Background: an optimization exercise with open tools, aiming at small area, a short achievable clock period and few clock cycles. Do not read the settings as production practice.
At most, simulation tests tie the RTL to the original design; equivalence was not proved.
For runs 3 and 4, only the layout was checked, not whether the RTL still works.
No driver is modelled on the clock port, so clocking that relies on it looks cheaper here than on a real chip.
No activity file was given, so power comes from the tool's default toggle rates.

File: design/flow/config.mk
export PLATFORM = sky130hd
export DESIGN_NAME = fpp
export DESIGN_NICKNAME = fpp
export VERILOG_FILES = /design/flow/design.v
export SDC_FILE = /design/flow/constraint.sdc
export NUM_CORES = 4
export LEC_CHECK = 0
export CAP_MARGIN = 20
export CORE_MARGIN = 2
export CORE_UTILIZATION = 55
export SETUP_SLACK_MARGIN = 3.85
export SLEW_MARGIN = 20
File: design/flow/constraint.sdc
create_clock -name core_clock -period 6.0 [get_ports {clk}]
set_input_delay 1.2000 -clock core_clock [delete_from_list [all_inputs] [get_ports {clk}]]
set_output_delay 1.2000 -clock core_clock [all_outputs]
set_load 0.01 [all_outputs]
File: design/flow/design.v
module fpp (
    input  wire         clk,
    input  wire         rst,           
    input  wire         in_valid,
    output wire         in_ready,
    input  wire [2:0]   in_kind,
    input  wire [7:0]   in_data,
    output wire [3:0]   status,
    output wire [6:0]   rxlen,
    output wire [191:0] sb             
);
    localparam [2:0] K_START = 3'd0;
    localparam [2:0] K_BYTE  = 3'd1;
    localparam [2:0] K_END   = 3'd2;
    localparam [2:0] K_ERROR = 3'd3;
    localparam [1:0] P_NF  = 2'd0;    
    localparam [1:0] P_INC = 2'd1;    
    localparam [1:0] P_CHK = 2'd2;    
    localparam [1:0] P_OK  = 2'd3;    
    reg [6:0]   rxlen_r;     
    reg [3:0]   status_r;
    reg [191:0] sb_r;
    reg [191:0] cand;        
    reg         clr;         
    reg         clr_ld;      
    reg         rdy;         
    reg         pbv;         
    reg [7:0]   pbd;         
    reg [1:0]   pst;
    reg         pok;         
    reg         prev42;      
    reg [4:0]   j;           
    reg [12:0]  acc;         
    reg         hi_ok;       
    assign in_ready = rdy;
    wire go      = in_valid & rdy;
    wire a_start = go & (in_kind == K_START);
    wire a_byte  = go & (in_kind == K_BYTE);
    wire a_end   = go & (in_kind == K_END);
    wire a_error = go & (in_kind == K_ERROR);
    wire a_parse = go & in_kind[2];
    wire infr  = (pst == P_INC);
    wire shift = clr | (pbv & infr & (j >= 5'd4) & (j < 5'd28));
    always @(posedge clk)
        if (shift)
            cand <= {cand[183:0], pbd & {8{~clr}}};
    wire load = clr_ld | (in_valid & in_kind[2] & pok);
    integer k;
    always @(posedge clk)
        if (load)
            for (k = 0; k < 12; k = k + 1)
                sb_r[16*k +: 16] <= cand[191 - 16*k -: 16];
    reg [1:0] pst_n;
    always @* begin
        pst_n = pst;
        if (pbv) begin
            if (pst == P_NF && prev42 && pbd == 8'h4D)
                pst_n = P_INC;
            if (pst == P_INC && j == 5'd31)
                pst_n = (hi_ok && acc[7:0] == pbd) ? P_OK : P_CHK;
        end
        if (a_start || a_error)
            pst_n = P_NF;
    end
    always @(posedge clk) begin
        pbd <= in_data;
        if (rst) begin
            clr      <= 1'b1;
            clr_ld   <= 1'b0;
            rdy      <= 1'b0;
            j        <= 5'd0;
            rxlen_r  <= 7'd0;
            status_r <= 4'd0;
            pbv      <= 1'b0;
            pst      <= P_NF;
            pok      <= 1'b0;
            prev42   <= 1'b0;
        end else if (clr) begin
            j      <= j + 5'd1;
            clr_ld <= (j == 5'd23);
            if (clr_ld) begin
                clr <= 1'b0;
                rdy <= 1'b1;
            end
        end else begin
            pbv <= a_byte & ~rxlen_r[6] & ~(pbv & (rxlen_r == 7'd63));
            rxlen_r <= rxlen_r + {6'd0, pbv};
            pst <= pst_n;
            pok <= (pst_n == P_OK);
            if (pbv) begin
                prev42 <= (pbd == 8'h42);
                if (pst == P_NF) begin
                    j   <= 5'd2;
                    acc <= 13'h008F;     
                end else begin
                    j <= j + 5'd1;
                    if (j < 5'd30)
                        acc <= acc + {5'd0, pbd};
                    if (j == 5'd30)
                        hi_ok <= ({3'd0, acc[12:8]} == pbd);
                end
            end
            if (a_start) begin
                rxlen_r <= 7'd0;
                prev42  <= 1'b0;
            end
            if (a_end)
                status_r <= 4'd0;
            if (a_error) begin
                rxlen_r  <= 7'd0;
                status_r <= 4'd8;
            end
            if (a_parse)
                case (pst)
                    P_NF:    status_r <= 4'd4;
                    P_INC:   status_r <= 4'd5;
                    P_CHK:   status_r <= 4'd3;
                    default: status_r <= 4'd0;
                endcase
        end
    end
    assign status = status_r;
    assign rxlen  = rxlen_r;
    assign sb     = sb_r;
endmodule
File: design/flow/flow/run.sh
#!/bin/bash
# The standard layout (standard.sh) with these changes:
#  - the port buffers are buf_1 cells instead of the slow delay cells that
#    buffer_ports picks by default;
#  - the clock tree uses larger sink clusters of clkbuf_16 (fewer buffers);
#  - after CTS, the clock port drives the tree's second level directly and
#    the root buffer is removed (clk_root.tcl), and each second-level
#    buffer is split in two, each half near its loads (clk_split.tcl): the
#    port drives 4 buffers, and every register still has the same number
#    of buffers on its clock path.
# Each step writes its full output to a log file of its own here.
set -euo pipefail
export BUFFER_PORTS_ARGS="-buffer_cell sky130_fd_sc_hd__buf_1"
export CTS_ARGS="-sink_clustering_enable -repair_clock_nets -buf_list sky130_fd_sc_hd__clkbuf_16 -sink_clustering_size 25 -sink_clustering_max_diameter 100 -sink_buffer_max_cap_derate 1.0"
bash standard.sh cts > make_to_cts.log 2>&1
R=orfs/results/${FLOW_PLATFORM}/fpp/base
ODB_IN=$R/4_1_cts.odb ODB_OUT=$R/4_1_cts.odb openroad -no_init -exit flow/clk_root.tcl > clk_root.log 2>&1
ODB_IN=$R/4_1_cts.odb ODB_OUT=$R/4_1_cts.odb openroad -no_init -exit flow/clk_split.tcl > clk_split.log 2>&1
cp $R/4_1_cts.odb $R/4_cts.odb
bash standard.sh finish > make_finish.log 2>&1
File: design/flow/flow/clk_root.tcl
read_db $::env(ODB_IN)
set block [ord::get_db_block]
set clknet [[$block findBTerm clk] getNet]
set roots {}
foreach it [$clknet getITerms] { lappend roots $it }
if {[llength $roots] != 1} { puts "clock port drives [llength $roots] pins; nothing done"; write_db $::env(ODB_OUT); exit }
set root [[lindex $roots 0] getInst]
set rootnet ""
foreach it [$root getITerms] { if {[$it isOutputSignal]} { set rootnet [$it getNet] } }
set loads {}
set ok 1
foreach it [$rootnet getITerms] {
  if {![$it isInputSignal]} continue
  lappend loads $it
  if {![string match "sky130_fd_sc_hd__clkbuf*" [[[$it getInst] getMaster] getName]]} { set ok 0 }
}
if {!$ok || [llength $loads] > 4 || [llength $loads] == 0} { puts "root drives [llength $loads] pins (all buffers: $ok); nothing done"; write_db $::env(ODB_OUT); exit }
foreach it $loads { $it disconnect; $it connect $clknet }
puts "removed root [$root getName]: [llength $loads] buffers now driven by the clock port"
odb::dbInst_destroy $root
odb::dbNet_destroy $rootnet
write_db $::env(ODB_OUT)
File: design/flow/flow/clk_split.tcl
read_db $::env(ODB_IN)
set block [ord::get_db_block]
set clknet [[$block findBTerm clk] getNet]
set mids {}
foreach it [$clknet getITerms] { lappend mids [$it getInst] }
if {[llength $mids] > 2} { puts "port drives [llength $mids] pins; nothing done"; write_db $::env(ODB_OUT); exit }
proc centroid {its} {
  set sx 0; set sy 0
  foreach it $its { set b [[$it getInst] getBBox]; set sx [expr {$sx + ([$b xMin] + [$b xMax]) / 2}]; set sy [expr {$sy + ([$b yMin] + [$b yMax]) / 2}] }
  return [list [expr {$sx / [llength $its]}] [expr {$sy / [llength $its]}]]
}
set n 0
foreach mid $mids {
  set out ""
  foreach it [$mid getITerms] { if {[$it isOutputSignal]} { set out [$it getNet] } }
  set loads {}
  foreach it [$out getITerms] { if {[$it isInputSignal]} { lappend loads $it } }
  if {[llength $loads] < 4} continue
  set xs {}; set ys {}
  foreach it $loads { set b [[$it getInst] getBBox]; lappend xs [$b xMin]; lappend ys [$b yMin] }
  set dx [expr {[tcl::mathfunc::max {*}$xs] - [tcl::mathfunc::min {*}$xs]}]
  set dy [expr {[tcl::mathfunc::max {*}$ys] - [tcl::mathfunc::min {*}$ys]}]
  set key [expr {$dx >= $dy ? "xMin" : "yMin"}]
  set sorted [lsort -command [list apply {{key a b} { expr {[[[$a getInst] getBBox] $key] - [[[$b getInst] getBBox] $key]} }} $key] $loads]
  set h [expr {[llength $sorted] / 2}]
  set keep [lrange $sorted 0 [expr {$h - 1}]]
  set move [lrange $sorted $h end]
  set master [$mid getMaster]
  set nb [odb::dbInst_create $block $master "clkbuf_split_${n}_clk"]
  set nn [odb::dbNet_create $block "clknet_split_${n}_clk"]
  $nn setSigType CLOCK
  foreach it [$nb getITerms] {
    if {[$it isOutputSignal]} { $it connect $nn } elseif {[$it isInputSignal]} { $it connect $clknet }
  }
  foreach it $move { $it disconnect; $it connect $nn }
  lassign [centroid $move] x y
  $nb setLocation [expr {$x - [$master getWidth] / 2}] [expr {$y - [$master getHeight] / 2}]
  $nb setPlacementStatus PLACED
  lassign [centroid $keep] x y
  $mid setLocation [expr {$x - [$master getWidth] / 2}] [expr {$y - [$master getHeight] / 2}]
  puts "split [$mid getName]: [llength $keep] loads kept, [llength $move] moved to [$nb getName]"
  incr n
}
detailed_placement
check_placement
write_db $::env(ODB_OUT)
File: design/flow/standard.sh
#!/bin/bash
# synth_recipe.tcl (not shown) runs the flow's synth.tcl, then flattens the netlist and writes it again
# the make line also repeats each setting of config.mk as NAME=value (left out here)
make -C /OpenROAD-flow-scripts/flow DESIGN_CONFIG=/design/flow/config.mk WORK_HOME=/design/flow/orfs CLKGATE_MAP_FILE= SYNTH_SCRIPT=/design/flow/synth_recipe.tcl "${@:-finish}"
==> results of run 1 <==
## where the power goes
part           switching (mW)  internal, mW
Sequential            0.00781          3.22
Combinational          0.0237        0.0186
Clock                   0.810         0.677
## Yosys cell counts, types with 5 or more instances
cell,number,area share [%]
inv_1,10,0.27
nor2b_1,14,0.63
dfxtp_1,32,4.6
nand2_1,10,0.27
a21o_1,6,0.32
nand4_1,7,0.31
xor2_1,6,0.38
a21oi_1,18,0.64
nor3_1,5,0.18
xnor2_1,12,0.75
nand3_1,6,0.21
nor2_1,39,1.0
ha_1,16,1.4
clkbuf_1,9,0.24
edfxtp_1,398,86
## final cells by class
type,count,area (sq um)
well taps,330,413
fillers,1747,8540
flip-flops and latches,430,12600
repair buffers,246,1290
clock inverters,8,46.3
clock buffers,20,500
inverters,10,37.5
multi-input cells,200,1530
plain buffers,2,50.0
## stage by stage
step | cells | instance area [sq um] | power, mW | hold slack (ns) | worst slack, ns
6_report | 1246 | 16500 | 4.76 | 0.431 | 3.86
5_1_grt | 1246 | 16500 | 4.91 | 0.444 | 3.82
3_3_place_gp | 1183 | 15300 | 3.33 | 0.406 | 2.76
2_1_floorplan | 642 | 14100 | 3.32 | 0.400 | 3.55
3_5_place_dp | 1183 | 15300 | 3.33 | 0.412 | 2.67
4_1_cts | 1227 | 16300 | 4.79 | 0.433 | 3.68
## sequential cells by signal, indices dropped and copies added (netlist names)
| register | cells |
|---|---|
| rxlen_r | 7 |
| sb_r | 192 |
| acc | 13 |
| pst | 2 |
| hi_ok | 1 |
| clr | 1 |
| pbv | 1 |
| j | 5 |
| cand | 192 |
| prev42 | 1 |
| pbd | 8 |
| rdy | 1 |
| clr_ld | 1 |
| pok | 1 |
| status_r | 4 |
## per-layer routing
layer | track usage (%) | vias to the layer above | routed length (microns)
met5 | 0 | - | 0
met4 | 7.88 | 0 | 739
met3 | 2.84 | 42 | 1290
met2 | 30.6 | 202 | 12900
met1 | 23.5 | 3340 | 9720
li1 | - | 3041 | -
## worst min-delay path by stage
stage               slack, ns                 from            endpoint  depth (start not counted)
floorplan                0.40  cand[186]$_DFFE_PP_  sb_r[10]$_DFFE_PP_                          0
global placement         0.41  cand[186]$_DFFE_PP_  sb_r[10]$_DFFE_PP_                          0
detailed placement       0.41  cand[189]$_DFFE_PP_  sb_r[13]$_DFFE_PP_                          0
CTS                      0.43  cand[189]$_DFFE_PP_  sb_r[13]$_DFFE_PP_                          0
global route             0.44  cand[187]$_DFFE_PP_  sb_r[11]$_DFFE_PP_                          0
finish                   0.43  cand[188]$_DFFE_PP_  sb_r[12]$_DFFE_PP_                          0
## what timing repair did
action	4_1_cts	5_1_grt
cloned	6	2
buffers inserted	9	16
endpoints found under the hold margin	0	0
pin swaps	5	3
gates resized for setup	113	15
endpoints found under the setup margin	598	306
## cell families (layout without fill, tap and decap cells)
| logic type | count (synthesis) | in the layout | synth area share [%] |
|---|---|---|---|
| AND/OR/NAND/NOR | 105 | 109 | 3.90 |
| adder cells (fa/ha/maj) | 17 | 17 | 1.58 |
| buffers and inverters | 19 | 286 | 0.511 |
| XOR/XNOR | 18 | 18 | 1.13 |
| flip-flops | 430 | 430 | 90.1 |
| AO/OA/AOI/OAI | 50 | 53 | 2.52 |
| multiplexers | 3 | 3 | 0.233 |
## layout by cell type (no fill, tap or decap), drive strengths merged, types with 12 or more instances in the layout
cell,n
edfxtp,398
buf,244
nor2,39
dfxtp,32
clkbuf,23
a21oi,18
inv,18
ha,16
nor2b,14
nand2,14
xnor2,12
==> run summary, run 1 <==
RSZ-0062 raised after global routing true; Worst IR Drop VDD approximately 230 uV; Worst setup EP type register; Max stage delay on crit path approximately 0.4 ns; end point of the critical path acc[6]$_SDFFCE_PN0P_; DR vias/cell ~5.3; final worst-path cycle share 35.6%; DP HPWL about 15000 microns; area of the core around 25000 sq um; setup TNS 0 ns; sequential-to-total area share from yosys stat roughly 90%; clk slew on worst S/H paths about 0.10 ns; first drt pass iteration count 4; Vias 6625; Ant. Diodes 0; Post-synth ARST share 0%; I/O Buffers 217; Clk Latency, worst-skew pair 0.34 ns; H-tree lvl count 1; worst setup path start acc[0]$_SDFFCE_PN1P_; worst setup path class register to register; R2R Path Start acc[0]$_SDFFCE_PN1P_; Initial Utilization a little under three fifths; CP startpoint kind register; GR Util All Layers roughly 18%; GR Overflow Total 0; CP delay by family, top compound AO/OA/AOI/OAI gates; Worst R2R Path Depth 7; Hold Path Class register to register; nets approximately 940; Worst-Margin Slew around 0.9 ns; fmax ~470 MHz; Hold Violations, Final 0; IO Count between 200 and 250; cell row count a little under 60; initial antenna violation count 0; EDFF count, synth a little under 400; CTS Sinks 430; Worst Path Max Fanout 4; area growth from synthesis to layout 18.1%; clk_skew approximately 0.042 ns; Post-Syn Instances roughly 640; DIE AREA 26700 sq um; CTS Hold Bufs 0; Top FF cell, synth edfxtp_1; Levels on crit path 7; Max clock buf depth 3; count of cell types in the netlist 46; TritonCTS clock tree yes; Slew headroom about two fifths; ratio of cells with drive above 1 in the final layout between 10% and 20%; worst endpoint required time ~6.1 ns; P_leak 6.09 nW; CTS Buf Count 21; Yosys reg bits 430; fin util 65.9%; clk root buf clkbuf_16; critical path, cell by cell ha_2 > fa_2 > a21o_1 > a221oi_4 > buf_4 > xor2_1 > nor2_1; power per cell area 288 nW/um^2; Crit-path slowest cell edfxtp_1; routability congestion estimate between 0.8 and 0.9; largest net degree at the start of global routing just under 60; outcome finished clean; Die Wd about 160 microns; Synth Cell Area approximately 14000 sq um; WL final approximately 25000 microns; warning count from the yosys run 1; first-pass GRT wire length ~36000 microns; Die Height about 160 microns; Avg WL per Cell approximately 20 microns; DRT iter0 DRCs 679; vias in the first global route 6409; fin crit period ~2.1 ns; syn_nets between 600 and 700; drt drc 0; max-cap violations 0; setup violators final 0; CP bufs+invs 1; R2R setup slack between 3 and 4 ns; antenna viol nets, final 0; data arrival time of the worst path about 2.2 ns; reg2reg end acc[6]$_SDFFCE_PN0P_; Avg Inst Size Synth 21.8 sq um; Final Slew Violations 0
Testbench counts, summed over its fixed seeds: cycles 15,751.
==> run 2, diff against run 1 <==
--- a/design/flow/config.mk
+++ b/design/flow/config.mk
@@ -9,4 +9,4 @@
 export CORE_MARGIN = 2
 export CORE_UTILIZATION = 55
-export SETUP_SLACK_MARGIN = 3.85
+export SETUP_SLACK_MARGIN = 3.75
 export SLEW_MARGIN = 20
==> run 2 against run 1 <==
Worst setup slack lost 0.045 ns. Global-route usage fell by 0.34 points. Final area fell by 1.8%. Synthesized area unchanged. Flip-flop and latch count did not move. Die area did not move. Via count is 2.5% lower. Synthesized cell count stayed put. Non-clock buffer count fell by 12. Fmax shrank 2.1%. Highest routed layer unchanged. Critical path depth unchanged. Core utilization is 1.2 points lower.
==> run summary, run 2 <==
Worst setup EP type register; WL final 24000 microns (-2.4%); Post-Syn Instances 642 (unchanged); outcome finished clean; first-pass GRT wire length 36100 microns (-0.55%); DRT iter0 DRCs 521 (-23%); DR vias/cell 5.25 (-1.3%); Sequential Area 12600 sq um (about the same); syn_nets 673 (unchanged); CTS Hold Bufs 0 (unchanged); Int Pwr 3.92 mW (about the same); Die Wd 163 microns (unchanged); worst setup path class register to register; I/O Buffers 217 (unchanged); Vias 6461 (-2.5%); TritonCTS clock tree yes; Hold Violations, Final 0 (unchanged); Avg WL per Cell 19.5 microns (-1.2%); power per cell area 295 nW/um^2 (+2.3%); count of cell types in the netlist 46 (unchanged); Ant. Diodes 0 (unchanged); Initial Utilization 55.8% (unchanged); data arrival time of the worst path 2.25 ns (+0.02 ns); area growth from synthesis to layout 15.9%; final worst-path cycle share 36.4% (+0.76 points); worst hold slack 0.427 ns (-0.00338 ns); Max clock buf depth 3 (unchanged); nets 926 (-1.6%); clk_skew 0.0310 ns (-0.0115 ns); worst setup path start pbd[0]$_DFF_P_; setup violators final 0 (unchanged); Die Height 163 microns (unchanged); antenna viol nets, final 0 (unchanged); design area 16200 sq um (-1.8%); Seq pwr share 67.6% (-0.3 points); IO Count 218 (unchanged); clk slew on worst S/H paths 0.10 ns (about the same); largest net degree at the start of global routing 59 (unchanged); CTS Buf Count 21 (unchanged); cell row count 58 (unchanged); synth cell count leaders edfxtp_1, nor2_1, dfxtp_1; biggest regs cand x192, sb_r x192, acc x13; Comb power frac 0.8% (about the same); Hold Path Class register to register; drt drc 0 (unchanged); Top FF cell, synth edfxtp_1; synth top area cells edfxtp_1, dfxtp_1, ha_1, nor2_1, xnor2_1; commonest non-fill, non-tap cell in the layout edfxtp_1; Worst-Margin Slew 0.747 ns (-0.151 ns); R2R setup slack 3.82 ns (-0.05 ns); Synth Cell Area 14000 sq um (unchanged); fin util 64.7% (-1.2 points); Slew headroom 50.2% (+10 points); Post-synth ARST share 0% (unchanged); Power, Total 4.78 mW (+0.47%); DIE AREA 26700 sq um (unchanged); setup TNS 0 ns (unchanged); H-tree lvl count 1 (unchanged); clock group share of total power 31.6% (+0.3 points); RSZ-0062 raised after global routing false; fin crit period 2.18 ns (+0.0455 ns); Max stage delay on crit path 0.38 ns (-0.02 ns); CTS Sinks 430 (unchanged); routability congestion estimate 0.793 (-3.2%); max-cap violations 0 (unchanged); Yosys top cell area share 85.6% (unchanged); GR Util All Layers 17.8% (-0.34 points); R2R Path Start pbd[0]$_DFF_P_; Sw Pwr 0.862 mW (+2.3%); top cell type by total area after synthesis edfxtp_1; Worst IR Drop VDD 314 uV (+37%); GR Overflow Total 0 (unchanged); clk root buf clkbuf_16; ratio of cells with drive above 1 in the final layout 15.1% (-3.9 points); initial antenna violation count 0 (unchanged); count leader, synth edfxtp_1; Avg Inst Size Synth 21.8 sq um (unchanged); sequential-to-total area share from yosys stat 90.1% (unchanged); warning count from the yosys run 1 (unchanged); Worst Path Max Fanout 5 (+1); DP HPWL 14800 microns (+0.56%); Layout fillers 1794 (+2.7%); worst endpoint required time 6.06 ns (-0.03 ns); Clk Latency, worst-skew pair 0.33 ns (about the same); Sw Ratio 18.0% (+0.33 points); EDFF count, synth 398 (unchanged); dpl cell area 15300 sq um (about the same); P_leak 5.95 nW (-2.3%); Hold Crit Start cand[191]$_DFFE_PP_; vias in the first global route 6383 (-0.41%); CP startpoint kind register; area of the core 25000 sq um (unchanged); Final Slew Violations 0 (unchanged); multi-input logic area 1460 sq um (-4.6%); first drt pass iteration count 4 (unchanged); Yosys reg bits 430 (unchanged); fmax 458 MHz (-2.1%); commonest non-fill, non-tap cells in the layout edfxtp_1, buf_1, buf_2, nor2_1, clkbuf_16; Crit-path slowest cell dfxtp_4; critical path, cell by cell ha_1 > fa_2 > a21o_1 > a221oi_4 > buf_4 > xor2_1 > nor2_1
[run 2: cell count changes in the layout (fill, tap and decap cells not counted), sizes merged]
cell	change
buf	-11
a41o	-2
bufbuf	-1
nand2	-1
[run 2: worst max-delay path, delay by kind of cell, from the launching register on]
family	cells	cell delay, ns
fa+ha+maj	2	0.59
xor+xnor	1	0.17
buf+inv	1	0.17
compound gates	2	0.54
flops	1	0.38
simple gates	1	0.06
[run 2: what timing repair did]
| action | 4_1_cts | 5_1_grt |
|---|---|---|
| cloned | 3 | 1 |
| resized for setup | 76 | 16 |
| setup buffers | 4 | 7 |
| setup endpoints to repair | 398 | 285 |
| pin swaps | 2 | 8 |
[run 2: layout make-up]
class                   count  area share [%]
flip-flops and latches    430            77.9
inverters                  10           0.232
repair buffers            234            6.60
well taps                 330            2.55
clock inverters             8           0.317
multi-input cells         197            9.02
plain buffers               2           0.309
clock buffers              20            3.09
[run 2: logic make-up after synthesis]
group,after synthesis,share of synthesized area [%]
AO/OA/AOI/OAI,50,2.52
AND/OR/NAND/NOR,105,3.90
multiplexers,3,0.233
XOR/XNOR,18,1.13
adder cells (fa/ha/maj),17,1.58
flip-flops,430,90.1
buffers and inverters,19,0.511
[run 2: power by group through the flow]
stage,clock network (mW),logic (mW),registers (mW)
finish,1.51,0.0390,3.23
global route,1.66,0.0437,3.23
CTS,1.54,0.0369,3.23
detailed placement,0,0.0342,3.30
global placement,0,0.0328,3.30
floorplan,0,0.0259,3.30
[run 2: path summary, 6_finish.rpt]
| check | end | depth (start not counted) |
|---|---|---|
| min | sb_r[15]$_DFFE_PP_ | 0 |
| max | acc[6]$_SDFFCE_PN0P_ | 7 |
| max reg2reg | acc[6]$_SDFFCE_PN0P_ | 7 |
| min reg2reg | sb_r[15]$_DFFE_PP_ | 0 |
[run 2: per-layer routing]
layer / share of wire (%) / wire [microns] / track usage [%]
met1: 41 / 9930 / 23.8
met2: 51 / 12200 / 30.2
met3: 5.4 / 1310 / 3.17
met4: 2.3 / 553 / 5.11
met5: 0 / 0 / 0
[run 2: stage by stage]
stage          setup WS [ns]  std cells
2_1_floorplan           3.55        642
3_3_place_gp            2.78       1186
3_5_place_dp            2.68       1186
4_1_cts                 3.65       1222
5_1_grt                 3.75       1231
6_report                3.82       1231
==> run 3, diff against run 2 <==
--- a/design/flow/design.v
+++ b/design/flow/design.v
@@ -31,5 +31,7 @@
     reg         prev42;      
     reg [4:0]   j;           
-    reg [12:0]  acc;         
+    reg [7:0]   acc_lo;      
+    reg         acc_cy;      
+    reg [4:0]   acc_hi;      
     reg         hi_ok;       
     assign in_ready = rdy;
@@ -58,5 +60,5 @@
                 pst_n = P_INC;
             if (pst == P_INC && j == 5'd31)
-                pst_n = (hi_ok && acc[7:0] == pbd) ? P_OK : P_CHK;
+                pst_n = (hi_ok && acc_lo == pbd) ? P_OK : P_CHK;
         end
         if (a_start || a_error)
@@ -88,15 +90,18 @@
             pst <= pst_n;
             pok <= (pst_n == P_OK);
+            acc_hi <= acc_hi + {4'd0, acc_cy};
+            acc_cy <= 1'b0;
             if (pbv) begin
                 prev42 <= (pbd == 8'h42);
                 if (pst == P_NF) begin
-                    j   <= 5'd2;
-                    acc <= 13'h008F;     
+                    j      <= 5'd2;
+                    acc_lo <= 8'h8F;     
+                    acc_hi <= 5'd0;
                 end else begin
                     j <= j + 5'd1;
                     if (j < 5'd30)
-                        acc <= acc + {5'd0, pbd};
+                        {acc_cy, acc_lo} <= {1'b0, acc_lo} + {1'b0, pbd};
                     if (j == 5'd30)
-                        hi_ok <= ({3'd0, acc[12:8]} == pbd);
+                        hi_ok <= ({3'd0, acc_hi + {4'd0, acc_cy}} == pbd);
                 end
             end
==> run 3 against run 2 <==
Global-route usage decreased by 0.21 points. Clock power is 3% higher. Final cell count is 0.16% higher. Critical endpoint is now sb_r[173]$_DFFE_PP_. Highest routed layer unchanged.
==> run summary, run 3 <==
clk slew on worst S/H paths 0.09 ns (about the same); Die Height 164 microns (+0.14%); Worst Path Max Fanout 48 (+43); Max clock buf depth 3 (unchanged); Initial Utilization 55.8% (about the same); synth top area cells edfxtp_1, dfxtp_1, ha_1, nor2_1, xnor2_1; largest net degree at the start of global routing 105 (+78%); top cell type by total area after synthesis edfxtp_1; I/O Buffers 217 (unchanged); synth cell count leaders edfxtp_1, dfxtp_1, nor2_1; clk root buf clkbuf_16; Hold Violations, Final 0 (unchanged); Avg Inst Size Synth 21.7 sq um (-0.18%); setup slack after layout 3.82 ns (+0.00220 ns); worst hold slack 0.426 ns (-0.00128 ns); GR Overflow Total 0 (unchanged); max-cap violations 0 (unchanged); antenna viol nets, final 0 (unchanged); ratio of cells with drive above 1 in the final layout 15.7% (+0.63 points); CTS Hold Bufs 0 (unchanged); Vias 6467 (+0.093%); H-tree lvl count 1 (unchanged); design area 16300 sq um (+0.55%); worst endpoint required time 6.00 ns (-0.06 ns); Top FF cell, synth edfxtp_1; setup violators final 0 (unchanged); multi-input logic area 1400 sq um (-4.5%); warning count from the yosys run 1 (unchanged); cell row count 58 (unchanged); Post-Layout Cell Count 1233 (+0.16%); count leader, synth edfxtp_1; Die Wd 164 microns (+0.14%); CP startpoint kind input port; Avg WL per Cell 19.6 microns (+0.39%); DP Cell Count 1185 (-0.084%); CTS Buf Count 21 (unchanged); IO Count 218 (unchanged); syn_nets 678 (+0.74%); Worst-Margin Slew 0.640 ns (-0.107 ns); Post-synth ARST share 0% (unchanged); Final Slew Violations 0 (unchanged); DRT iter0 DRCs 713 (+37%); Worst setup EP type register; fin crit period 2.18 ns (-0.00220 ns); Clk Latency, worst-skew pair 0.33 ns (about the same); GR Util All Layers 17.5% (-0.21 points); Synth Cell Area 14000 sq um (+0.29%); Yosys top cell area share 85.5% (about the same); drt drc 0 (unchanged); Layout fillers 1808 (+0.78%); commonest non-fill, non-tap cell in the layout edfxtp_1; pre-CTS setup slack 3.02 ns (+0.344 ns); Worst IR Drop VDD 232 uV (-26%); clk_skew 0.0422 ns (+0.0112 ns); EDFF count, synth 399 (+0.25%); DR vias/cell 5.24 (about the same); nets 930 (+0.43%); area growth from synthesis to layout 16.2%; Sequential Area 12600 sq um (+0.26%); biggest regs cand x192, sb_r x192; worst setup path class input port to register; data arrival time of the worst path 2.18 ns (-0.07 ns); Hold Path Class register to register; RSZ-0062 raised after global routing false; fmax 458 MHz (+0.10%); DIE AREA 26800 sq um (+0.28%); Ant. Diodes 0 (unchanged); Post-Syn Instances 645 (+0.47%); Slew headroom 56.7% (+6.5 points); setup TNS 0 ns (unchanged); TritonCTS clock tree yes; final worst-path cycle share 36.4% (-0.037 points); dpl cell area 15300 sq um (+0.14%); vias in the first global route 6360 (-0.36%); CTS Sinks 431 (+0.23%); routability congestion estimate 0.800 (+0.86%); DP HPWL 14600 microns (-1.6%); first-pass GRT wire length 35700 microns (-1.1%); count of cell types in the netlist 51 (+11%); Yosys reg bits 431 (+0.23%); commonest non-fill, non-tap cells in the layout edfxtp_1, buf_1, buf_2, nor2_1, clkbuf_16; outcome finished clean; P_leak 5.98 nW (+0.55%); sequential-to-total area share from yosys stat 90.1% (about the same); WL final 24200 microns (+0.55%); first drt pass iteration count 5 (+1); initial antenna violation count 0 (unchanged); power per cell area 296 nW/um^2 (+0.20%); area of the core 25100 sq um (+0.29%)
[run 3: metal layers]
metal / GRT usage [%] / share of wire, %
met3: 2.56 / 5.9
met5: 0 / 0
met4: 4.43 / 1.5
met1: 24.4 / 42
met2: 29.6 / 51
[run 3: worst paths after layout]
kind	depth (start not counted)	to	slack, ns	startpoint
setup / recovery	3	sb_r[173]$_DFFE_PP_	3.82	in_kind[2]
hold / removal	0	sb_r[9]$_DFFE_PP_	0.43	cand[185]$_DFFE_PP_
setup reg to reg	5	pok$_SDFFE_PP0N_	3.91	pbd[4]$_DFF_P_
hold reg to reg	0	sb_r[9]$_DFFE_PP_	0.43	cand[185]$_DFFE_PP_
[run 3: logic make-up after synthesis]
group | synth area share [%]
flip-flops | 90.1
AND/OR/NAND/NOR | 3.89
AO/OA/AOI/OAI | 2.55
buffers and inverters | 0.634
adder cells (fa/ha/maj) | 1.75
XOR/XNOR | 0.938
multiplexers | 0.143
[run 3: per-stage QoR]
| stage | util [%] | power, mW |
|---|---|---|
| final | 64.9 | 4.82 |
| after floorplan | - | 3.33 |
| after CTS | 64.2 | 4.85 |
| after global placement | 60.9 | 3.34 |
| after global routing | 64.9 | 4.97 |
| after detailed placement | 60.9 | 3.34 |
[run 3: what timing repair did]
action,CTS,global route
cloned,3,3
setup endpoints to repair,583,315
gates resized for setup,80,7
pin swaps,1,2
setup buffers,7,5
[run 3: report_power, final]
part	internal [mW]	leakage [nW]	switching [mW]
registers	3.23	4.55	0.00712
clock network	0.722	0.324	0.826
logic	0.0140	1.10	0.0192
[run 3: final cells by class]
| cell class | count | share of cell area [%] |
|---|---|---|
| multi-input combinational | 195 | 8.57 |
| timing repair buffer | 235 | 7.11 |
| inverter | 12 | 0.284 |
| sequential | 431 | 77.7 |
| tap | 330 | 2.54 |
| clock inverter | 8 | 0.453 |
| clock buffer | 20 | 3.07 |
| buffer | 2 | 0.307 |
[run 3: worst max-delay path, stage by stage]
cell,delay (ns)
buf_1,0.28
a31o_4,0.35
clkbuf_16,0.34
==> run 4, diff against run 3 <==
--- a/design/flow/design.v
+++ b/design/flow/design.v
@@ -23,5 +23,5 @@
     reg [191:0] cand;        
     reg         clr;         
-    reg         clr_ld;      
+    reg         ldp;         
     reg         rdy;         
     reg         pbv;         
@@ -47,5 +47,5 @@
         if (shift)
             cand <= {cand[183:0], pbd & {8{~clr}}};
-    wire load = clr_ld | (in_valid & in_kind[2] & pok);
+    wire load = ldp;
     integer k;
     always @(posedge clk)
@@ -69,5 +69,5 @@
         if (rst) begin
             clr      <= 1'b1;
-            clr_ld   <= 1'b0;
+            ldp      <= 1'b0;
             rdy      <= 1'b0;
             j        <= 5'd0;
@@ -79,11 +79,13 @@
             prev42   <= 1'b0;
         end else if (clr) begin
-            j      <= j + 5'd1;
-            clr_ld <= (j == 5'd23);
-            if (clr_ld) begin
+            j   <= j + 5'd1;
+            ldp <= (j == 5'd23);
+            if (ldp) begin
                 clr <= 1'b0;
                 rdy <= 1'b1;
             end
         end else begin
+            ldp <= a_parse & pok;
+            rdy <= ~(a_parse & pok);
             pbv <= a_byte & ~rxlen_r[6] & ~(pbv & (rxlen_r == 7'd63));
             rxlen_r <= rxlen_r + {6'd0, pbv};
==> run 4 against run 3 <==
Critical path type unchanged. Wire length fell by 4.8%. Still clean on timing, DRC and antenna. Final cell count fell by 0.73%. Fmax rose by 0.15%. Clock power barely moved. Critical path depth rose by 1. Worst setup slack improved by 0.0032 ns. Largest cell class unchanged. Non-clock buffer count fell by 7. Flip-flop and latch count did not move.
==> run summary, run 4 <==
Worst R2R Path Depth 2 (-3); Worst IR Drop VDD 206 uV (-11%); Post-synth ARST share 0% (unchanged); Clk Latency, worst-skew pair 0.33 ns (about the same); Hold Crit Start cand[191]$_DFFE_PP_; DIE AREA 26700 sq um (-0.13%); Post-Layout Cell Count 1224 (-0.73%); first drt pass iteration count 4 (-1); Final Slew Violations 0 (unchanged); fin crit period 2.18 ns (-0.00316 ns); R2R setup slack 3.88 ns (-0.03 ns); final worst-path cycle share 36.3% (-0.053 points); setup TNS 0 ns (unchanged); Yosys reg bits 431 (unchanged); synth cell count leaders edfxtp_1, dfxtp_1, nor2_1; Initial Utilization 55.7% (-0.075 points); Ant. Diodes 0 (unchanged); fmax 459 MHz (+0.15%); clk root buf clkbuf_16; Slew headroom 38.1% (-19 points); TritonCTS clock tree yes; worst endpoint required time 6.02 ns (+0.02 ns); max-cap violations 0 (unchanged); count of cell types in the netlist 52 (+2.0%); Post-Syn Instances 633 (-1.9%); IO Count 218 (unchanged); worst setup path class input port to register; Die Wd 163 microns (about the same); CTS Buf Count 21 (unchanged); P_leak 5.93 nW (-0.81%); I/O Buffers 217 (unchanged); DR vias/cell 5.18 (-1.2%); dpl cell area 15300 sq um (-0.22%); ratio of cells with drive above 1 in the final layout 15.0% (-0.74 points); warning count from the yosys run 1 (unchanged); CTS Sinks 431 (unchanged); outcome finished clean; antenna viol nets, final 0 (unchanged); area growth from synthesis to layout 14.9%; setup slack after layout 3.82 ns (+0.00316 ns); reg2reg end cand[12]$_DFFE_PP_; cell row count 58 (unchanged); Worst setup EP type register; area of the core 25100 sq um (unchanged); Synth Cell Area 14000 sq um (-0.13%); Yosys top cell area share 85.6% (+0.11 points); design area 16100 sq um (-1.3%); Top FF cell, synth edfxtp_1; Max clock buf depth 3 (unchanged); initial antenna violation count 0 (unchanged); clk_skew 0.0268 ns (-0.0153 ns); commonest non-fill, non-tap cell in the layout edfxtp_1; top cell type by total area after synthesis edfxtp_1; Hold Path Stages 0 (unchanged); synth top area cells edfxtp_1, dfxtp_1, ha_1, xnor2_1, nor2_1; syn_nets 666 (-1.8%); commonest non-fill, non-tap cells in the layout edfxtp_1, buf_1, buf_2, nor2_1, inv_1; Worst Path Max Fanout 23 (-52%); Hold Path Class register to register; setup violators final 0 (unchanged); Worst-Margin Slew 0.929 ns (+0.288 ns); clk slew on worst S/H paths 0.09 ns (about the same); GR Util All Layers 17.0% (-0.58 points); fin util 64.0% (-0.82 points); R2R Path Start clr$_SDFF_PP1_; data arrival time of the worst path 2.20 ns (+0.02 ns); GR Overflow Total 0 (unchanged); Die Height 163 microns (about the same); CP startpoint kind input port; Avg WL per Cell 18.8 microns (-4.1%); Hold Violations, Final 0 (unchanged); RSZ-0062 raised after global routing true; DP HPWL 14400 microns (-1.5%); vias in the first global route 6257 (-1.6%); routability congestion estimate 0.779 (-2.6%); sequential-to-total area share from yosys stat 90.2% (+0.12 points); DP Cell Count 1176 (-0.76%); largest net degree at the start of global routing 131 (+25%); DRT iter0 DRCs 478 (-33%); count leader, synth edfxtp_1; Vias 6341 (-1.9%); WL final 23000 microns (-4.8%); biggest regs cand x192, sb_r x192; first-pass GRT wire length 34700 microns (-2.9%); EDFF count, synth 399 (unchanged); pre-CTS setup slack 3.11 ns (+0.0882 ns); drt drc 0 (unchanged); Worst Hold End sb_r[15]$_DFFE_PP_; nets 912 (-1.9%); worst hold slack 0.426 ns (+0.000141 ns); power per cell area 299 nW/um^2 (+0.94%); H-tree lvl count 1 (unchanged); Avg Inst Size Synth 22.1 sq um (+1.8%); Power, Total 4.80 mW (-0.34%)
==> run 4: layer usage <==
| metal | global-route usage [%] | vias to the layer above | part of all wire, % |
|---|---|---|---|
| met1 | 22.9 | 3130 | 41 |
| met5 | 0 | - | 0 |
| met2 | 28.0 | 195 | 49 |
| met4 | 6.02 | 0 | 3.4 |
| met3 | 3.40 | 46 | 6.7 |
| li1 | - | 2970 | - |
==> run 4: kinds of logic (layout without fill, tap and decap cells) <==
| logic type | count (synthesis) | after routing | share of synthesized area, % |
|---|---|---|---|
| XOR/XNOR | 16 | 16 | 1.00 |
| AO/OA/AOI/OAI | 49 | 51 | 2.51 |
| flip-flops | 431 | 431 | 90.2 |
| adder cells (fa/ha/maj) | 19 | 19 | 1.75 |
| buffers and inverters | 17 | 276 | 0.501 |
| AND/OR/NAND/NOR | 100 | 100 | 3.94 |
| multiplexers | 1 | 1 | 0.0715 |
==> run 4: layout make-up <==
cell class / count / area, sq um
Sequential cell: 431 / 12600
Clock inverter: 17 / 85.1
Fill cell: 1796 / 9030
Clock buffer: 20 / 500
Tap cell: 330 / 413
Buffer: 2 / 50.0
Multi-Input combinational cell: 187 / 1350
Inverter: 9 / 33.8
Timing Repair Buffer: 228 / 1000
==> run 4: what timing repair did <==
action / 4_1_cts / 5_1_grt
hold buffers: 0 / 0
setup buffers: 7 / 0
setup endpoints to repair: 291 / 8
hold endpoints to repair: 0 / 0
cloned: 2 / 0
pin swaps: 0 / 0
gates resized for setup: 78 / 2
==> run 4: how the worst max path moves through the flow <==
stage / endpoint / slack, ns / start
finish: acc_lo[4]$_SDFFCE_PN0P_ / 3.82 / rst
global route: cand[23]$_DFFE_PP_ / 3.74 / clr$_SDFF_PP1_
CTS: sb[78] / 3.67 / sb_r[78]$_DFFE_PP_
detailed placement: cand[25]$_DFFE_PP_ / 3.11 / clr$_SDFF_PP1_
global placement: cand[4]$_DFFE_PP_ / 3.26 / clr$_SDFF_PP1_
floorplan: cand[0]$_DFFE_PP_ / 3.67 / pst[1]$_SDFFE_PP0N_
==> run 4: report_power, final <==
| group | total [mW] | switching [mW] | internal, mW |
|---|---|---|---|
| combinational | 0.0333 | 0.0182 | 0.0151 |
| sequential | 3.24 | 0.00824 | 3.23 |
| clock | 1.53 | 0.842 | 0.688 |
==> run 4: worst max-delay path: stages <==
cell	delay, ns
buf_1	0.07
buf_4	0.20
nor2_2	0.31
o211a_2	0.41
==> run 5, diff against run 4 <==
--- a/design/flow/design.v
+++ b/design/flow/design.v
@@ -66,4 +66,22 @@
     end
     always @(posedge clk) begin
+        acc_hi <= acc_hi + {4'd0, acc_cy};
+        acc_cy <= 1'b0;
+        if (pbv) begin
+            prev42 <= (pbd == 8'h42);
+            if (pst == P_NF) begin
+                acc_lo <= 8'h8F;         
+                acc_hi <= 5'd0;
+            end else begin
+                if (j < 5'd30)
+                    {acc_cy, acc_lo} <= {1'b0, acc_lo} + {1'b0, pbd};
+                if (j == 5'd30)
+                    hi_ok <= ({3'd0, acc_hi + {4'd0, acc_cy}} == pbd);
+            end
+        end
+        if (a_start)
+            prev42 <= 1'b0;
+    end
+    always @(posedge clk) begin
         pbd <= in_data;
         if (rst) begin
@@ -77,5 +95,4 @@
             pst      <= P_NF;
             pok      <= 1'b0;
-            prev42   <= 1'b0;
         end else if (clr) begin
             j   <= j + 5'd1;
@@ -92,24 +109,8 @@
             pst <= pst_n;
             pok <= (pst_n == P_OK);
-            acc_hi <= acc_hi + {4'd0, acc_cy};
-            acc_cy <= 1'b0;
-            if (pbv) begin
-                prev42 <= (pbd == 8'h42);
-                if (pst == P_NF) begin
-                    j      <= 5'd2;
-                    acc_lo <= 8'h8F;     
-                    acc_hi <= 5'd0;
-                end else begin
-                    j <= j + 5'd1;
-                    if (j < 5'd30)
-                        {acc_cy, acc_lo} <= {1'b0, acc_lo} + {1'b0, pbd};
-                    if (j == 5'd30)
-                        hi_ok <= ({3'd0, acc_hi + {4'd0, acc_cy}} == pbd);
-                end
-            end
-            if (a_start) begin
+            if (pbv)
+                j <= (pst == P_NF) ? 5'd2 : j + 5'd1;
+            if (a_start)
                 rxlen_r <= 7'd0;
-                prev42  <= 1'b0;
-            end
             if (a_end)
                 status_r <= 4'd0;
--- a/design/flow/config.mk
+++ b/design/flow/config.mk
@@ -8,5 +8,5 @@
 export CAP_MARGIN = 20
 export CORE_MARGIN = 2
-export CORE_UTILIZATION = 55
+export CORE_UTILIZATION = 65
 export SETUP_SLACK_MARGIN = 3.75
 export SLEW_MARGIN = 20
==> run 5 against run 4 <==
Largest power group unchanged. Flip-flop and latch count unchanged. Non-clock buffer count down 7. Synthesized area down 0.41%. Die area down 15%. Sequential share of layout area up 0.70 points. Still clean. Sequential power about the same. Clock power down 3%. Final cell count down 5.6%. Critical path depth down 3.
==> run summary, run 5 <==
H-tree lvl count 1 (unchanged); Post-synth ARST share 0% (unchanged); sequential-to-total area share from yosys stat 90.2% (about the same); CP bufs+invs 1 (-1); Int Pwr 3.93 mW (about the same); DP HPWL 14400 microns (about the same); Hold Path Class register to register; Layout fillers 1247 (-31%); top cell type by total area after synthesis edfxtp_1; DP Cell Count 1115 (-5.2%); CTS Buf Count 21 (unchanged); Slew headroom 31.7% (-6.4 points); Post-Syn Instances 628 (-0.79%); setup violators final 0 (unchanged); GR Util All Layers 19.4% (+2.4 points); count leader, synth edfxtp_1; syn_nets 661 (-0.75%); vias in the first global route 5989 (-4.3%); Comb power frac 0.9% (+0.2 points); synth top area cells edfxtp_1, dfxtp_1, ha_1, xnor2_1, nor2_1; first drt pass iteration count 4 (unchanged); CP startpoint kind register; biggest regs cand x192, sb_r x192; routability congestion estimate 0.776 (-0.37%); Worst Path Max Fanout 1 (-96%); max-cap violations 0 (unchanged); Final Slew Violations 0 (unchanged); Avg Inst Size Synth 22.2 sq um (+0.38%); clk_skew 0.0227 ns (-0.00412 ns); CTS Hold Bufs 0 (unchanged); clk slew on worst S/H paths 0.09 ns (about the same); Worst-Margin Slew 1.02 ns (+0.0953 ns); cell row count 53 (-8.6%); worst setup path class register to primary output; Worst IR Drop VDD 261 uV (+27%); IO Count 218 (unchanged); Yosys top cell area share 84.7% (-0.94 points); Yosys reg bits 431 (unchanged); Synth Cell Area 13900 sq um (-0.41%); data arrival time of the worst path 0.94 ns (-1.26 ns); synth cell count leaders edfxtp_1, dfxtp_1, nor2_1; Clk Latency, worst-skew pair 0.33 ns (about the same); power per cell area 301 nW/um^2 (+0.74%); Ant. Diodes 0 (unchanged); Hold Violations, Final 0 (unchanged); CP delay by family, top flip-flops; initial antenna violation count 0 (unchanged); warning count from the yosys run 1 (unchanged); commonest non-fill, non-tap cells in the layout edfxtp_1, buf_1, buf_2, dfxtp_1, nor2_1; largest net degree at the start of global routing 194 (+48%); commonest non-fill, non-tap cell in the layout edfxtp_1; Vias 6312 (-0.46%); area of the core 21000 sq um (-16%); area growth from synthesis to layout 13.8%; clock group share of total power 31.2% (-0.7 points); multi-input logic area 1360 sq um (+0.56%); P_leak 5.81 nW (-1.9%); fin crit period 2.14 ns (-0.0370 ns); Sw Pwr 0.840 mW (-3.3%); I/O Buffers 217 (unchanged); CTS Sinks 431 (unchanged); DR vias/cell 5.46 (+5.4%); RSZ-0062 raised after global routing false; Max stage delay on crit path 0.46 ns (+0.05 ns); Sw Ratio 17.6% (-0.48 points); critical path, cell by cell buf_1; Die Wd 150 microns (-8.0%); antenna viol nets, final 0 (unchanged); count of cell types in the netlist 58 (+12%); TritonCTS clock tree yes; Avg WL per Cell 19.4 microns (+3.4%); DIE AREA 22600 sq um (-15%); Sequential Area 12600 sq um (-0.48%); Die Height 150 microns (-8.0%); first-pass GRT wire length 33000 microns (-4.9%); Seq pwr share 67.9% (+0.5 points); drt drc 0 (unchanged); WL final 22400 microns (-2.4%); clk root buf clkbuf_16; fmax 467 MHz (+1.7%); ratio of cells with drive above 1 in the final layout 10.9% (-4.1 points); Max clock buf depth 3 (unchanged); Top FF cell, synth edfxtp_1; Worst setup EP type primary output; Initial Utilization 66.3% (+11 points); outcome finished clean; nets 900 (-1.3%); GR Overflow Total 0 (unchanged); worst endpoint required time 4.80 ns (-1.22 ns); final worst-path cycle share 35.7% (-0.62 points); setup TNS 0 ns (unchanged); DRT iter0 DRCs 407 (-15%); Crit-path slowest cell edfxtp_1; EDFF count, synth 393 (-1.5%); Post-Layout Cell Count 1156 (-5.6%)
==> run 5: per-layer routing <==
layer / part of all wire [%] / global-route usage (%) / vias to the layer above
li1: - / - / 2927
met1: 40 / 26.5 / 3132
met2: 52 / 33.4 / 223
met3: 6.7 / 2.85 / 30
met4: 1.8 / 5.09 / 0
met5: 0 / 0 / -
==> run 5: repair_timing <==
item / in CTS / in global routing
buffers inserted: 1 / 0
endpoints found under the setup margin: 280 / 119
resized for setup: 52 / 0
cloned: 1 / 1
==> run 5: layout make-up <==
cell class | count | share of cell area (%)
Tap cell | 275 | 2.17
Buffer | 2 | 0.316
Multi-Input combinational cell | 183 | 8.54
Inverter | 8 | 0.189
Clock buffer | 20 | 3.16
Sequential cell | 431 | 79.4
Timing Repair Buffer | 221 | 5.77
Clock inverter | 16 | 0.481
==> run 5: cell families after synthesis <==
family          synth area share, %
fa+ha+maj                      1.76
simple gates                   3.81
buf+inv                       0.449
xor+xnor                       1.01
flops                          90.2
compound gates                 2.75
mux                          0.0718
==> run 5: worst paths after layout <==
kind	startpoint	endpoint	slack [ns]	depth (start not counted)
worst max register to register	j[2]$_SDFFE_PP0P_	cand[16]$_DFFE_PP_	3.86	3
worst max-delay path	sb_r[10]$_DFFE_PP_	sb[10]	3.86	1
worst min register to register	cand[185]$_DFFE_PP_	sb_r[9]$_DFFE_PP_	0.43	0
worst min-delay path	cand[185]$_DFFE_PP_	sb_r[9]$_DFFE_PP_	0.43	0
==> run 5: per-stage QoR <==
step | hold slack, ns | setup slack, ns | util [%] | cell area [sq um] | total power [mW]
floorplan | 0.400 | 3.65 | - | 14000 | 3.34
global placement | 0.401 | 2.97 | 72.0 | 15100 | 3.35
detailed placement | 0.407 | 2.81 | 72.0 | 15100 | 3.35
CTS | 0.429 | 3.65 | 75.3 | 15800 | 4.79
global route | 0.448 | 3.76 | 75.4 | 15900 | 4.91
finish | 0.426 | 3.86 | 75.4 | 15900 | 4.77
==> run 5: power groups by stage <==
| stage | Combinational, mW | Sequential (mW) | Clock, mW |
|---|---|---|---|
| after global routing | 0.0488 | 3.24 | 1.62 |
| after CTS | 0.0433 | 3.24 | 1.51 |
| after global placement | 0.0397 | 3.31 | 0 |
| after detailed placement | 0.0426 | 3.31 | 0 |
| after floorplan | 0.0324 | 3.30 | 0 |
| final | 0.0442 | 3.24 | 1.49 |
Testbench counts of run 5, summed over its fixed seeds: cycles 15,968.
==> run 6, diff against run 5 <==
--- a/design/flow/config.mk
+++ b/design/flow/config.mk
@@ -8,5 +8,5 @@
 export CAP_MARGIN = 20
 export CORE_MARGIN = 2
-export CORE_UTILIZATION = 65
+export CORE_UTILIZATION = 55
 export SETUP_SLACK_MARGIN = 3.75
 export SLEW_MARGIN = 20
==> run 6 against run 5 <==
Worst hold slack worse by 0.0082 ns. Synthesized area unchanged. Wire length up 2.0%. Non-clock buffer count rose by 4. Fmax is 0.28% lower. Clock skew is 0.0032 ns higher. Largest cell class unchanged. Highest routed layer unchanged.
==> run summary, run 6 <==
ratio of cells with drive above 1 in the final layout 13.3% (+2.4 points); Hold Path Stages 0 (unchanged); R2R setup slack 3.85 ns (about the same); DP HPWL 14500 microns (+0.78%); end point of the critical path cand[189]$_DFFE_PP_; Worst setup EP type register; WL final 22900 microns (+2.0%); IO Count 218 (unchanged); DRT iter0 DRCs 522 (+28%); setup violators final 0 (unchanged); Power, Total 4.81 mW (+0.84%); largest net degree at the start of global routing 162 (-16%); routability congestion estimate 0.802 (+3.3%); Synth Area in Compound Gates 2.75% (unchanged); Yosys reg bits 431 (unchanged); CP startpoint kind register; Worst-Margin Slew 0.898 ns (-0.126 ns); cell row count 58 (+9.4%); critical path, cell by cell or3_1 > a41o_4 > buf_16; setup TNS 0 ns (unchanged); fmax 466 MHz (-0.28%); Synth Area in Simple Gates 3.81% (unchanged); power per cell area 301 nW/um^2 (about the same); worst setup path class register to register; Ant. Diodes 0 (unchanged); DR vias/cell 5.19 (-5.0%); Post-synth ARST share 0% (unchanged); DIE AREA 26600 sq um (+18%); Synth Cell Area 13900 sq um (unchanged); GR Overflow Total 0 (unchanged); CTS Buf Count 21 (unchanged); M1 WL 9820 microns (+9.6%); area growth from synthesis to layout 14.8%; area of the core 25000 sq um (+19%); RSZ-0062 raised after global routing false; vias in the first global route 6024 (+0.58%); Clk Latency, worst-skew pair 0.33 ns (about the same); EDFF count, synth 393 (unchanged); first-pass GRT wire length 33700 microns (+2.2%); Worst R2R Path Depth 3 (unchanged); first drt pass iteration count 4 (unchanged); drt drc 0 (unchanged); largest family of logic cells by synthesized area simple AND/OR/NAND/NOR gates; data arrival time of the worst path 2.11 ns (+1.17 ns); worst setup path start j[2]$_SDFFE_PP0P_; Max clock buf depth 3 (unchanged); TritonCTS clock tree yes; commonest non-fill, non-tap cell in the layout edfxtp_1; Crit-path slowest cell dfxtp_1; Avg Inst Size Synth 22.2 sq um (unchanged); worst endpoint required time 5.96 ns (+1.16 ns); Final Slew Violations 0 (unchanged); Worst IR Drop VDD 175 uV (-33%); final worst-path cycle share 35.8% (+0.10 points); nets 904 (+0.44%); clk slew on worst S/H paths 0.10 ns (about the same); antenna viol nets, final 0 (unchanged); synth top area cells edfxtp_1, dfxtp_1, ha_1, xnor2_1, nor2_1; Worst Path Max Fanout 120 (+119); wire length on met2 11200 microns (-2.9%); I/O Buffers 217 (unchanged); sequential-to-total area share from yosys stat 90.2% (unchanged); commonest non-fill, non-tap cells in the layout edfxtp_1, buf_1, buf_2, dfxtp_1, nor2_1; syn_nets 661 (unchanged); count of cell types in the netlist 58 (unchanged); fin crit period 2.15 ns (+0.00608 ns); Post-Syn Instances 628 (unchanged); outcome finished clean; biggest regs cand x192, sb_r x192; reg2reg end cand[189]$_DFFE_PP_; H-tree lvl count 1 (unchanged); Avg WL per Cell 18.8 microns (-3.1%); Hold Path Class register to register; Hold Violations, Final 0 (unchanged); P_leak 5.90 nW (+1.5%); top cell type by total area after synthesis edfxtp_1; max-cap violations 0 (unchanged); Slew headroom 40.1% (+8.4 points); Die Height 163 microns (+8.5%); Top FF cell, synth edfxtp_1; warning count from the yosys run 1 (unchanged); mux share of post-synthesis cell area 0.0718% (unchanged); count leader, synth edfxtp_1; Max Used Layer met4; initial antenna violation count 0 (unchanged); Yosys top cell area share 84.7% (unchanged); R2R Path Start j[2]$_SDFFE_PP0P_; clk root buf clkbuf_16; GR Util All Layers 16.7% (-2.7 points); adder-cell share of the synthesized area 1.76% (unchanged); Initial Utilization 55.7% (-11 points); clk_skew 0.0259 ns (+0.00316 ns); Die Wd 163 microns (+8.5%); CTS Sinks 431 (unchanged); CTS Hold Bufs 0 (unchanged); Post-Synth XOR/XNOR Area 1.01% (unchanged); Vias 6310 (-0.032%); Max stage delay on crit path 0.47 ns (about the same); synth cell count leaders edfxtp_1, dfxtp_1, nor2_1; Met3 Wirelength 1370 microns (-8.8%)
[run 6: cell counts after synthesis]
No cell type changed its count.
[run 6: cell families after synthesis]
logic type                 Yosys count
AOI/OAI and AO/OA                   50
xor gates and xnor gates            16
adders and majority gates           19
buffers and inverters               16
DFF                                431
muxes                                1
and+or+nand+nor                     95
[run 6: worst max-delay path: cells and delay by family (launching register included)]
family,cells,cell delay (ns)
AO/OA/AOI/OAI,1,0.45
buffers and inverters,1,0.44
flip-flops,1,0.47
AND/OR/NAND/NOR,1,0.29
[run 6: area by class of cell]
| type | instances | area (sq um) |
|---|---|---|
| repair buffers | 225 | 976 |
| clock inverters | 17 | 85.1 |
| clock buffers | 20 | 500 |
| plain buffers | 2 | 50.0 |
| multi-input cells | 183 | 1360 |
| flip-flops and latches | 431 | 12600 |
| well taps | 330 | 413 |
| inverters | 8 | 30.0 |
| fillers | 1780 | 9040 |
[run 6: worst min-delay path by stage]
stage                              startpoint                  to  slack, ns
final                     cand[187]$_DFFE_PP_  sb_r[11]$_DFFE_PP_       0.42
after global routing      cand[187]$_DFFE_PP_  sb_r[11]$_DFFE_PP_       0.43
after detailed placement  cand[187]$_DFFE_PP_  sb_r[11]$_DFFE_PP_       0.41
after global placement    cand[187]$_DFFE_PP_  sb_r[11]$_DFFE_PP_       0.40
after floorplan           cand[186]$_DFFE_PP_  sb_r[10]$_DFFE_PP_       0.40
after CTS                 cand[185]$_DFFE_PP_   sb_r[9]$_DFFE_PP_       0.43
[run 6: routing by layer]
layer,vias to the layer above,global-route usage (%)
met5,-,0
met4,0,4.38
met3,32,3.30
met2,196,27.7
met1,3135,22.9
li1,2947,-
[run 6: timing repair]
item / CTS / global route
buffers inserted: 6 / 0
setup endpoints to repair: 327 / 120
gates resized for setup: 66 / 0
gates cloned: 1 / 1
[run 6: power breakdown]
group,internal (mW),leakage (nW),total (mW),switching (mW)
clock,0.688,0.365,1.53,0.840
combinational,0.0199,0.959,0.0436,0.0237
sequential,3.23,4.58,3.24,0.0110
total,3.94,5.90,4.81,0.875
[run 6: stage by stage]
stage          instances  util [%]  instance area, sq um  setup slack, ns  hold WS (ns)
2_1_floorplan        628         -                 14000             3.65         0.400
3_3_place_gp        1169      60.7                 15200             3.25         0.401
3_5_place_dp        1169      60.7                 15200             3.12         0.405
4_1_cts             1214      63.7                 16000             3.64         0.426
5_1_grt             1216      63.9                 16000             3.75         0.429
6_report            1216      63.9                 16000             3.85         0.418
==> run 7, diff against run 6 <==
--- a/design/flow/flow/run.sh
+++ b/design/flow/flow/run.sh
@@ -12,5 +12,5 @@
 set -euo pipefail
 export BUFFER_PORTS_ARGS="-buffer_cell sky130_fd_sc_hd__buf_1"
-export CTS_ARGS="-sink_clustering_enable -repair_clock_nets -buf_list sky130_fd_sc_hd__clkbuf_16 -sink_clustering_size 25 -sink_clustering_max_diameter 100 -sink_buffer_max_cap_derate 1.0"
+export CTS_ARGS="-sink_clustering_enable -repair_clock_nets -buf_list sky130_fd_sc_hd__clkbuf_16 -sink_clustering_size 15 -sink_clustering_max_diameter 100 -sink_buffer_max_cap_derate 1.0"
 bash standard.sh cts > make_to_cts.log 2>&1
 R=orfs/results/${FLOW_PLATFORM}/fpp/base
==> run 7 against run 6 <==
Still clean. Worst setup slack gained 0.0081 ns. Fmax grew 0.38%. Power grew 8.5%. Clock skew shrank 0.0074 ns. Non-clock buffer count shrank 7. Count of clock-buffer cells in the layout grew 15. Global-route usage grew 0.13 points. Final cell count grew 0.16%. Largest cell class unchanged.
==> run summary, run 7 <==
outcome finished clean; R2R setup slack 3.91 ns (+0.06 ns); top cell type by total area after synthesis edfxtp_1; IO Count 218 (unchanged); Crit-path slowest cell edfxtp_1; first-pass GRT wire length 34200 microns (+1.3%); routability congestion estimate 0.802 (unchanged); worst endpoint required time 4.80 ns (-1.16 ns); count of cell types in the netlist 58 (unchanged); ratio of cells with drive above 1 in the final layout 12.3% (-1.0 points); CTS Sinks 431 (unchanged); EDFF count, synth 393 (unchanged); cell row count 58 (unchanged); Hold Crit Start cand[191]$_DFFE_PP_; setup violators final 0 (unchanged); Yosys top cell area share 84.7% (unchanged); Ant. Diodes 0 (unchanged); critical path, cell by cell buf_1; Post-Syn Instances 628 (unchanged); Vias 6327 (+0.27%); warning count from the yosys run 1 (unchanged); Yosys reg bits 431 (unchanged); design area 16200 sq um (+1.5%); Avg Inst Size Synth 22.2 sq um (unchanged); max-cap violations 0 (unchanged); Post-synth ARST share 0% (unchanged); setup repair bufs after CTS 0 (-6); sequential-to-total area share from yosys stat 90.2% (unchanged); clk_skew 0.0185 ns (-0.00739 ns); final worst-path cycle share 35.7% (-0.14 points); Max stage delay on crit path 0.44 ns (-0.03 ns); Die Height 163 microns (unchanged); Initial Utilization 55.7% (unchanged); CTS Buf Count 34 (+62%); Max clock buf depth 3 (unchanged); synth cell count leaders edfxtp_1, dfxtp_1, nor2_1; Worst-Margin Slew 0.913 ns (+0.0153 ns); GR Util All Layers 16.8% (+0.13 points); Slew headroom 39.1% (-1.0 points); initial antenna violation count 0 (unchanged); area growth from synthesis to layout 16.5%; Top FF cell, synth edfxtp_1; CP bufs+invs 1 (unchanged); CP startpoint kind register; Layout fillers 1752 (-1.6%); drt drc 0 (unchanged); pre-CTS setup slack 3.12 ns (unchanged); data arrival time of the worst path 0.94 ns (-1.17 ns); largest net degree at the start of global routing 162 (unchanged); Clk Latency, worst-skew pair 0.34 ns (about the same); DRT iter0 DRCs 504 (-3.4%); Worst IR Drop VDD 196 uV (+12%); setup slack after layout 3.86 ns (+0.00812 ns); Worst Path Max Fanout 1 (-99%); syn_nets 661 (unchanged); P_leak 5.96 nW (+0.93%); dpl cell area 15200 sq um (unchanged); worst setup path start sb_r[181]$_DFFE_PP_; first drt pass iteration count 4 (unchanged); TritonCTS clock tree yes; biggest regs cand x192, sb_r x192; fin crit period 2.14 ns (-0.00812 ns); DR vias/cell 5.19 (+0.10%); CTS Hold Bufs 0 (unchanged); Hold Path Class register to register; worst setup path class register to primary output; antenna viol nets, final 0 (unchanged); area of the core 25000 sq um (unchanged); fmax 467 MHz (+0.38%); Synth Cell Area 13900 sq um (unchanged); DP HPWL 14500 microns (unchanged); commonest non-fill, non-tap cells in the layout edfxtp_1, buf_1, buf_2, clkbuf_16, dfxtp_1; Worst setup EP type primary output; Die Wd 163 microns (unchanged); clk slew on worst S/H paths 0.07 ns (-0.03 ns); Avg WL per Cell 19.1 microns (+1.3%); power per cell area 321 nW/um^2 (+6.8%); Final Slew Violations 0 (unchanged); H-tree lvl count 2 (+1); GR Overflow Total 0 (unchanged); Hold Violations, Final 0 (unchanged); DIE AREA 26600 sq um (unchanged); fin util 64.9% (+0.97 points); synth top area cells edfxtp_1, dfxtp_1, ha_1, xnor2_1, nor2_1; Power, Total 5.22 mW (+8.5%); count leader, synth edfxtp_1; CP delay by family, top flip-flops; commonest non-fill, non-tap cell in the layout edfxtp_1; clk root buf clkbuf_16; R2R Path Start pbd[0]$_DFF_P_; vias in the first global route 6128 (+1.7%); WL final 23200 microns (+1.5%); nets 910 (+0.66%); setup TNS 0 ns (unchanged); RSZ-0062 raised after global routing false; I/O Buffers 217 (unchanged)
run 7: changes by cell type in the layout (fill, tap and decap cells not counted), sizes merged:
cell    before  now
buf        225  219
clkbuf      22   36
inv         25   19
run 7: through the flow:
step	hold WS, ns	cells
detailed placement	0.405	1169
global placement	0.401	1169
floorplan	0.400	628
global route	0.433	1218
finish	0.416	1218
CTS	0.418	1217
run 7: cell type report:
class / instances / area (sq um) / area share, %
flip-flops and latches: 431 / 12600 / 77.5
multi-input cells: 183 / 1360 / 8.34
repair buffers: 220 / 936 / 5.76
inverters: 8 / 30.0 / 0.185
clock inverters: 11 / 46.3 / 0.285
well taps: 330 / 413 / 2.54
clock buffers: 35 / 876 / 5.39
run 7: where the power goes:
| part | internal (mW) | switching, mW | total [mW] | leakage (nW) |
|---|---|---|---|---|
| registers | 3.23 | 0.0111 | 3.24 | 4.58 |
| clock network | 1.04 | 0.891 | 1.93 | 0.489 |
| logic | 0.0199 | 0.0238 | 0.0436 | 0.890 |
run 7: worst reg2reg max path, cell delays in order (launching register included):
cell and delay [ns]:
dfxtp_1 0.36, ha_1 0.24, fa_1 0.43, a21oi_2 0.17, o21ai_1 0.16, or3_1 0.35
a221oi_2 0.21
run 7: cell families after synthesis:
family | synth area share [%]
xor+xnor | 1.01
mux | 0.0718
compound gates | 2.75
fa+ha+maj | 1.76
flops | 90.2
simple gates | 3.81
buf+inv | 0.449
run 7: routing by layer:
metal | global-route usage [%] | share of wire [%] | vias up
li1 | - | - | 2952
met1 | 23.1 | 43 | 3133
met2 | 27.7 | 49 | 207
met3 | 3.25 | 5.9 | 35
met4 | 5.03 | 2.1 | 0
met5 | 0 | 0 | -
run 7: what timing repair did:
action / in CTS / in global routing
hold endpoints to repair: 0 / 0
cloned: 1 / 2
endpoints found under the setup margin: 260 / 120
gates resized for setup: 49 / 0
run 7: final timing paths:
path | end | cells after the start
max | sb[181] | 1
min | sb_r[15]$_DFFE_PP_ | 0
max reg2reg | acc_lo[6]$_SDFFCE_PN0P_ | 6
min reg2reg | sb_r[15]$_DFFE_PP_ | 0

re-timing with driven ports:
No port has a modelled driver above. Below, the same layouts with a new extraction and two added sets of constraints. Step 1: set_driving_cell puts a clkbuf_16 on clk and a buf_2 on each other input, an assumption about the parent block. Step 2 moves the port delays by t, midway between the first and last clock arrival at a register: inputs arrive t later, outputs are due t later. That takes back most of the time a late clock gives input paths. Slacks: ideal ports / drivers / drivers and shift; pairs: ideal ports / drivers.
run	shift t [ns]	setup WS [ns]	worst setup path after step 2	worst register clock-pin slew, ns
run 1	0.416	3.862 / 3.800 / 3.582	input to register	0.10 / 0.10
run 2	0.419	3.816 / 3.780 / 3.483	input to register	0.10 / 0.10
run 3	0.412	3.818 / 3.785 / 3.484	input to register	0.10 / 0.10
run 4	0.418	3.821 / 3.803 / 3.481	input to register	0.10 / 0.10
run 5	0.402	3.858 / 3.767 / 3.665	input to register	0.10 / 0.10
run 6	0.415	3.852 / 3.778 / 3.669	input to register	0.10 / 0.10
run 7	0.427	3.860 / 3.768 / 3.675	input to register	0.07 / 0.07
After both steps setup and hold are still met in every run listed. The setup slack of run 4, which loses most, moves by -0.018 ns with the drivers and by -0.340 ns with both steps.
